What follows belongs to an exercise in optimizing a design on an open flow for small area, a short achievable clock period and few clock cycles; a production flow would make more cautious choices.
In this exercise RTL edits were held to simulation tests only and were not proved equivalent to the original.
No activity file was given, so power comes from the tool's default toggle rates.

==> inputs of delta <==
Design gfrs_dec, start of the top module:
module gfrs_dec (
    input  wire       clk,
    input  wire       rst,
    input  wire       cmd_valid,
    output wire       cmd_ready,
    input  wire [7:0] cmd_dlen,
    input  wire [4:0] cmd_nsym,
    input  wire       in_valid,
    output wire       in_ready,
    input  wire [7:0] in_data,
    output reg        out_valid,
    output reg  [7:0] out_pos,
    output reg  [7:0] out_mag,
    output reg        done,
    output reg        err,
    output reg  [1:0] cause,
    output reg  [3:0] errcnt,
    output reg        paychg
);
    localparam [1:0] C_OK = 2'd0, C_TOOMANY = 2'd1, C_VERIFY = 2'd2, C_DEGEN = 2'd3;
    genvar g;
    integer k;
    wire [7:0] apow [0:15];
    wire [7:0] ainv [0:8];
    wire [7:0] ainv2 [0:8];           
    assign apow[0] = 8'h01;
    assign ainv[0] = 8'h01;
    generate
        for (g = 1; g < 16; g = g + 1) begin : g_apow
            assign apow[g] = {apow[g-1][6:0], 1'b0} ^ (apow[g-1][7] ? 8'h1d : 8'h00);
        end
        for (g = 1; g <= 8; g = g + 1) begin : g_ainv
            assign ainv[g] = ainv[g-1][0] ? ({1'b0, ainv[g-1][7:1]} ^ 8'h8e) : {1'b0, ainv[g-1][7:1]};
        end
        for (g = 0; g <= 8; g = g + 1) begin : g_ainv2
            gf_mul u_sq (.a(ainv[g]), .b(ainv[g]), .p(ainv2[g]));
        end
    endgenerate
    localparam [1:0] A_IDLE = 2'd0, A_RECV = 2'd1, A_FULL = 2'd2;
    reg        a_cmdr, a_inr;
    reg  [7:0] a_dlen;
    reg  [4:0] a_nsym;
    reg        a_new, a_emp, a_got;
    reg  [1:0] a_st;                  
  ...
export LEC_CHECK = 0
export CAP_MARGIN = 20
export CELL_PAD_IN_SITES_DETAIL_PLACEMENT = 1
export CELL_PAD_IN_SITES_GLOBAL_PLACEMENT = 2
export CORE_MARGIN = 2
export CORE_UTILIZATION = 55
export CTS_CLUSTER_DIAMETER = 100
export CTS_CLUSTER_SIZE = 20
export PLACE_DENSITY = 0.75
export SLEW_MARGIN = 20
create_clock -name core_clock -period 15.0 [get_ports {clk}]
standard.sh (not shown) runs the stock make flow with config.mk's settings and CLKGATE_MAP_FILE= SYNTH_SCRIPT=/design/flow/synth_recipe.tcl, a recipe that flattens the netlist after the stock synthesis.
==> flow/flow/run.sh <==
#!/bin/bash
# The standard layout (the standard.sh: the standard synthesis, floorplan, placement,
# CTS, routing) with the resizer's setup repair aiming for 11 ns of slack on the 15 ns clock,
# so that it sizes and buffers the critical paths instead of stopping once 15 ns is met.
# The clock period and the constraints are unchanged.
set -euo pipefail
bash standard.sh SETUP_SLACK_MARGIN=11 finish > standard_flow.log 2>&1
==> amber: changes against delta <==
==> flow/config.mk (replaced) <==
export PLATFORM = sky130hd
export DESIGN_NAME = gfrs_dec
export DESIGN_NICKNAME = gfrs_dec
export VERILOG_FILES = /design/flow/design.v
export SDC_FILE = /design/flow/constraint.sdc
export NUM_CORES = 4
export LEC_CHECK = 0
export CAP_MARGIN = 20
export CELL_PAD_IN_SITES_DETAIL_PLACEMENT = 0
export CELL_PAD_IN_SITES_GLOBAL_PLACEMENT = 1
export CORE_MARGIN = 2
export CORE_UTILIZATION = 60
export CTS_CLUSTER_DIAMETER = 100
export CTS_CLUSTER_SIZE = 20
export PLACE_DENSITY = 0.8
export SLEW_MARGIN = 20
==> summary of the runs <==
Synthesized cell count is the same in amber and delta.
Clock power: delta is larger than amber (about 5%).
Between amber and delta, the lower die area is in amber (gap about 8%, measured against delta).
Critical path depth is the same in amber and delta.
In amber the utilization is higher than in delta, by 5.5 points.
Between delta and amber, the lower sequential share of layout area is in delta (gap 0.13 points).
Against delta, the global-route usage of amber is lower by 1.6 points.
Of amber and delta, delta has the higher clock-buffer cell count (gap 4).
Of delta and amber, amber has the higher worst setup slack (gap 25 ps).
In amber the register-to-register slack is better than in delta, by 20 ps.
Testbench counts of delta, summed over its fixed seeds: cycles 26,861.
Testbench counts of amber, summed over its fixed seeds: cycles 26,861.

static timing again, ports no longer ideal:
Ports are ideal in the flow. The routed layouts listed here were re-timed in OpenROAD.
Step 1 assumes that a clkbuf_16 drives the clock port and a buf_2 every other input.
Step 2 moves the port delays by t, midway between the first and last clock arrival at a register: inputs arrive t later, outputs are due t later. That takes back most of the time a late clock gives input paths.
Slacks: ideal / step 1 / step 2; pairs: ideal / step 1.
| run | shift t [ns] | setup WS [ns] | worst register clock-pin slew, ns |
|---|---|---|---|
| delta | 0.791 | 10.817 / 10.736 / 10.540 | 0.10 / 0.10 |
| amber | 0.768 | 10.842 / 10.763 / 10.612 | 0.10 / 0.10 |
After both steps every run listed still meets setup and hold. The setup slack of delta, which loses most, moves by -0.081 ns with the drivers and by -0.277 ns with both steps.
